From an optimization exercise on the open Yosys and OpenROAD flow, aimed at small area; shortcuts taken in it are not production practice. The RTL was checked by simulation tests, not by an equivalence proof against the original design. No driver is modelled on the clock port, so clocking that relies on it looks cheaper here than on a real chip. No activity file was given, so power comes from the tool's default toggle rates.

==> module dsa_link, before the edit <==
module dsa_link (
    input  wire        clk,
    input  wire        rst,         
    input  wire        start,
    input  wire [18:0] HCMD,
    input  wire        tick,
    output wire        busy,
    output wire        done,
    output reg  [1:0]  status,
    output reg         req,
    output reg  [15:0] RXR,
    output wire        D_oe,
    output wire        D_o,
    input  wire        D_i,
    output wire        S_oe,
    output wire        S_o,
    input  wire        S_i,
    output wire        A_oe,
    output wire        A_o,
    input  wire        A_i
);
    localparam [4:0] IDLE0          = 5'b00000;    
    localparam [4:0] IDLE1          = 5'b00001;    
    localparam [4:0] P_READ         = 5'b00010;
    localparam [4:0] R_REL0         = 5'b00011;    
    localparam [4:0] R_SYNC_ACKLO   = 5'b00100;
    localparam [4:0] R_SYNC_ACKHI   = 5'b01011;    
    localparam [4:0] R_BIT_SAMPLE   = 5'b01100;    
    localparam [4:0] R_BIT_ACKLO    = 5'b01110;
    localparam [4:0] R_BIT_ACKHI    = 5'b01001;    
    localparam [4:0] R_CMP_ANNOUNCE = 5'b10100;    
    localparam [4:0] R_CMP_FINISH   = 5'b10000;   
    localparam [4:0] R_CMP_REL      = 5'b10101;
    localparam [4:0] T_REQ          = 5'b00101;    
    localparam [4:0] T_SYNC_DHI     = 5'b10010;   
    localparam [4:0] T_SOUT         = 5'b10011;   
    localparam [4:0] T_BIT_SETD     = 5'b10110;   
    localparam [4:0] T_BIT_SLO      = 5'b10111;
    localparam [4:0] T_BIT_REL      = 5'b10001;   
    localparam [4:0] T_CMP_AOUT     = 5'b00110;
    localparam [4:0] T_CMP_ALO      = 5'b01101;
    localparam [4:0] T_CMP_CHECK    = 5'b01000;   
    localparam [4:0] T_CMP_REL      = 5'b01111;   
    localparam [4:0] T_CMP_FAIL     = 5'b01010;
    reg  [4:0]  act;
    reg         wt;          
    reg  [6:0]  wdq;         
    reg  [16:0] sr;          
    reg  [4:0]  act_n;
    reg         wt_n;
    reg         cond;        
    localparam [6:0] WD_INV = 7'b1010101;
    wire [6:0] wd = wdq ^ WD_INV;
    wire exp   = (wd[5:0] == 6'b100000);
    wire failc = (wd[6:1] == 6'b100000);
    wire zero  = ~|sr[15:0];
    wire idle  = (act == IDLE0) || (act == IDLE1);
    assign busy = !idle;
    assign done = (act == IDLE1);
    assign D_oe = act[4];
    assign S_oe = act[4] & (act[2] | ~act[1]);
    assign A_oe = act[3];
    assign S_o  = act[2];
    assign A_o  = act[2];
    assign D_o  = ~(~act[2] & act[1] & ~act[0]) & ~(act[0] & (act[2] ~^ act[1]) & ~sr[16]);
    always @* begin
        if (act[4])
            cond = A_i ^ act[2] ^ act[1] ^ act[0];
        else if (act[3])
            cond = ((act[1] & ~act[2]) ? D_i : S_i) ~^ act[0];
        else if (act[2])
            cond = wd[0];        
        else
            cond = ~D_i;
    end
    always @* begin
        act_n = act;
        wt_n  = 1'b0;
        case (act)
            IDLE0, IDLE1: begin
                if (start) begin
                    case (HCMD[18:16])
                        3'b001:         act_n = P_READ;
                        3'b010:         act_n = R_REL0;
                        3'b011:         begin act_n = R_REL0; wt_n = 1'b1; end
                        3'b100, 3'b101: begin act_n = T_REQ; wt_n = 1'b1; end
                        default:        act_n = IDLE1;
                    endcase
                end
            end
            P_READ:         act_n = IDLE1;
            R_REL0:         act_n = R_SYNC_ACKLO;
            R_SYNC_ACKLO:   begin act_n = R_SYNC_ACKHI; wt_n = 1'b1; end
            R_SYNC_ACKHI:   begin act_n = R_BIT_SAMPLE; wt_n = 1'b1; end
            R_BIT_SAMPLE:   act_n = R_BIT_ACKLO;
            R_BIT_ACKLO:    begin act_n = R_BIT_ACKHI; wt_n = 1'b1; end
            R_BIT_ACKHI:    begin act_n = sr[16] ? R_CMP_ANNOUNCE : R_BIT_SAMPLE; wt_n = 1'b1; end
            R_CMP_ANNOUNCE: begin act_n = R_CMP_FINISH; wt_n = 1'b1; end
            R_CMP_FINISH:   act_n = R_CMP_REL;
            R_CMP_REL:      act_n = IDLE1;
            T_REQ:          begin act_n = T_SYNC_DHI; wt_n = 1'b1; end
            T_SYNC_DHI:     begin act_n = T_SOUT; wt_n = 1'b1; end
            T_SOUT:         act_n = T_BIT_SETD;
            T_BIT_SETD:     act_n = zero ? T_CMP_AOUT : T_BIT_SLO;
            T_BIT_SLO:      begin act_n = T_BIT_REL; wt_n = 1'b1; end
            T_BIT_REL:      begin act_n = T_BIT_SETD; wt_n = 1'b1; end
            T_CMP_AOUT:     act_n = T_CMP_ALO;
            T_CMP_ALO:      begin act_n = T_CMP_CHECK; wt_n = 1'b1; end
            T_CMP_CHECK:    begin act_n = D_i ? T_CMP_REL : T_CMP_FAIL; wt_n = D_i; end
            T_CMP_REL:      act_n = IDLE1;
            T_CMP_FAIL:     act_n = IDLE1;
            default:        act_n = IDLE0;
        endcase
    end
    wire fail = (wt && failc) || (!wt && act == T_CMP_FAIL);
    wire ok   = !wt && (act == P_READ || act == R_CMP_REL || act == T_CMP_REL);
    wire ill  = idle && start && (HCMD[18:16] == 3'b000 || HCMD[18:17] == 2'b11);
    always @(posedge clk) begin
        if (rst) begin
            act    <= IDLE0;
            wt     <= 1'b0;
            status <= 2'b00;
            req    <= 1'b0;
        end else begin
            if (wt) begin
                if (failc) begin
                    act <= IDLE1;
                    wt  <= 1'b0;
                end else if (cond) begin
                    wt  <= 1'b0;
                end
            end else begin
                act <= act_n;
                wt  <= wt_n;
            end
            if (fail)
                status <= 2'b01;
            else if (ok)
                status <= 2'b00;
            else if (ill)
                status <= 2'b10;
            if (!wt && act == P_READ)
                req <= ~D_i;
        end
        if (!wt)
            wdq <= WD_INV;
        else if (tick || exp || act == T_REQ)
            wdq <= {wd[5:0], ~(wd[6] ^ wd[3])} ^ WD_INV;
        if (idle)
            sr <= {HCMD[15], HCMD[14:8] & {7{HCMD[18]}}, HCMD[7:0] & {8{HCMD[18] & HCMD[16]}}, 1'b1};
        else if (!wt && act == R_BIT_SAMPLE)
            sr <= {sr[15:0], D_i};
        else if (!wt && act == T_BIT_REL)
            sr <= {sr[15:0], 1'b0};
        if (!wt && act == R_CMP_REL)
            RXR <= sr[15:0];
    end
endmodule
Settings: LEC_CHECK=0, CAP_MARGIN=0, CORE_MARGIN=2, CORE_UTILIZATION=65, GPL_TIMING_DRIVEN=0, SLEW_MARGIN=0; clock period 10.0 ns.
standard.sh (not shown) runs the stock make flow with config.mk's settings and CLKGATE_MAP_FILE= SYNTH_SCRIPT=/design/flow/synth_recipe.tcl, a recipe that flattens the netlist after the stock synthesis.
==> flow/flow/run.sh <==
#!/bin/bash
# Layout flow: the standard layout (standard.sh) with these changes:
#  - synthesis maps the logic with area-oriented ABC scripts (deep
#    synthesis with a few random seeds, then area mapping) instead of
#    ORFS's speed script, with adder extraction off (ADDER_MAP_FILE
#    empty) so that ABC sees all of the logic; the seeds run in
#    parallel and the smallest netlist is kept. Everything else in the
#    synthesis, registers included, is the standard one;
#  - the port buffers use the smallest buffer cell;
#  - the buffers synthesis leaves are removed at floorplan;
#  - CTS adds no dummy loads, and each clock buffer it inserts is then
#    sized down to the smallest clkbuf that keeps the estimated slew at
#    the pins it drives under CLK_SLEW_TARGET (flow/size_clkbufs.tcl).
# Each tool's output goes to a log file in this folder; temporary files
# stay inside this folder too.
set -euo pipefail
W=$PWD
mkdir -p "$W/tmp/xdg"
chmod 700 "$W/tmp/xdg"
export TMPDIR="$W/tmp"
export XDG_RUNTIME_DIR="$W/tmp/xdg"

ORFS_SYNTH=$FLOW_HOME/scripts/synth.tcl
grep -q 'log_cmd abc {\*}\$abc_args' "$ORFS_SYNTH"
grep -q 'SCRIPTS_DIR)/synth.tcl' synth_recipe.tcl
SEEDS="0 1 2 3"
for s in $SEEDS; do
  printf 'strash\n&get -n\n&deepsyn -T 60 -S %s\n&put\ndch -f\namap\ntopo\n' "$s" > "$W/flow/area_$s.abc"
  sed 's#log_cmd abc {\*}\$abc_args#log_cmd abc -script '"$W"'/flow/area_'"$s"'.abc {*}[lrange $abc_args 2 end]#' \
      "$ORFS_SYNTH" > "$W/flow/synth_orfs_area_$s.tcl"
  grep -q "$W/flow/area_$s.abc" "$W/flow/synth_orfs_area_$s.tcl"
  sed "s#\$::env(SCRIPTS_DIR)/synth.tcl#$W/flow/synth_orfs_area_$s.tcl#" synth_recipe.tcl > "$W/flow/synth_area_$s.tcl"
done

# synthesis, one run per seed, in parallel
for s in $SEEDS; do
  bash standard.sh SYNTH_SCRIPT="$W/flow/synth_area_$s.tcl" ADDER_MAP_FILE= \
      WORK_HOME="$W/syn_$s" synth > "synth_$s.log" 2>&1 &
done
wait
best=""
best_area=""
for s in $SEEDS; do
  rpt="$W/syn_$s/reports/sky130hd/dsa_link/base/synth_stat.txt"
  [[ -f "$rpt" ]] || continue
  a=$(awk '$1 ~ /^[0-9]+$/ && $3 ~ /sky130_fd_sc_hd__/ { if ($3 !~ /__(buf_|clkbuf_)/) s+=$2 } END{printf "%.3f", s}' "$rpt")
  echo "seed $s: synthesized area without buffers $a" >> synth_choice.log
  if [[ -z "$best" ]] || awk -v a="$a" -v b="$best_area" 'BEGIN{exit !(a < b)}'; then
    best=$s; best_area=$a
  fi
done
[[ -n "$best" ]]
echo "kept seed $best" >> synth_choice.log
rm -rf "$W/orfs"
cp -a "$W/syn_$best" "$W/orfs"

export BUFFER_PORTS_ARGS="-buffer_cell sky130_fd_sc_hd__buf_1"
export CTS_ARGS="-sink_clustering_enable -repair_clock_nets -dont_use_dummy_load"
export POST_CTS_TCL="$W/flow/size_clkbufs.tcl"
export CLK_SLEW_TARGET=0.110
bash standard.sh SYNTH_SCRIPT="$W/flow/synth_area_$best.tcl" ADDER_MAP_FILE= REMOVE_ABC_BUFFERS=1 finish > standard.log 2>&1
Other scripts of this flow, unchanged in this note and not shown: flow/flow/size_clkbufs.tcl
==> next run, changes <==
--- a/flow/design.v
+++ b/flow/design.v
@@ -45,11 +45,9 @@
     reg  [4:0]  act;
     reg         wt;          
-    reg  [6:0]  wdq;         
+    reg  [6:0]  wd;          
     reg  [16:0] sr;          
     reg  [4:0]  act_n;
     reg         wt_n;
     reg         cond;        
-    localparam [6:0] WD_INV = 7'b1010101;
-    wire [6:0] wd = wdq ^ WD_INV;
     wire exp   = (wd[5:0] == 6'b100000);
     wire failc = (wd[6:1] == 6'b100000);
@@ -144,7 +142,7 @@
         end
         if (!wt)
-            wdq <= WD_INV;
+            wd <= 7'd0;
         else if (tick || exp || act == T_REQ)
-            wdq <= {wd[5:0], ~(wd[6] ^ wd[3])} ^ WD_INV;
+            wd <= {wd[5:0], ~(wd[6] ^ wd[3])};
         if (idle)
             sr <= {HCMD[15], HCMD[14:8] & {7{HCMD[18]}}, HCMD[7:0] & {8{HCMD[18] & HCMD[16]}}, 1'b1};
The changed run produced a clean layout.
Area after synthesis rose by 1.8%.
Combinational power rose by 25%.
Final area rose by 2.3%.
Clock-buffer cell count does not change.
Wire length fell by 5.6%.
Non-clock buffer count rose by 1.
Clock power rose by 6.9%.
Global-route usage fell by 2.3 points.
Via count fell by 3.4%.

## separate check: timing with driven ports
How much do the figures lean on ideal ports? The routed layouts below were timed once more, with nothing changed but the port constraints.
Step 1, drivers: a clkbuf_16 drives clk and a buf_2 each remaining input, both assumed.
Step 2 adds t to the input delays and takes it off the output delays; t is the mean of the earliest and latest rising clock arrival at the registers after step 1. Input paths then give back, and output paths get back, about the clock's delay inside the block.
Slacks: ideal / step 1 / step 2; pairs: ideal / step 1.
run | t, ns | slack for setup (ns) | latest minus earliest clock arrival (ns) | worst slew at a driven data input, ns | pins driven straight from the clock port
the first run | 0.351 | 5.221 / 5.198 / 5.549 | 0.024 / 0.024 | 0.04 | 1
the second run | 0.353 | 5.019 / 4.997 / 5.350 | 0.035 / 0.036 | 0.03 | 1
After both steps setup and hold are still met in every run listed.
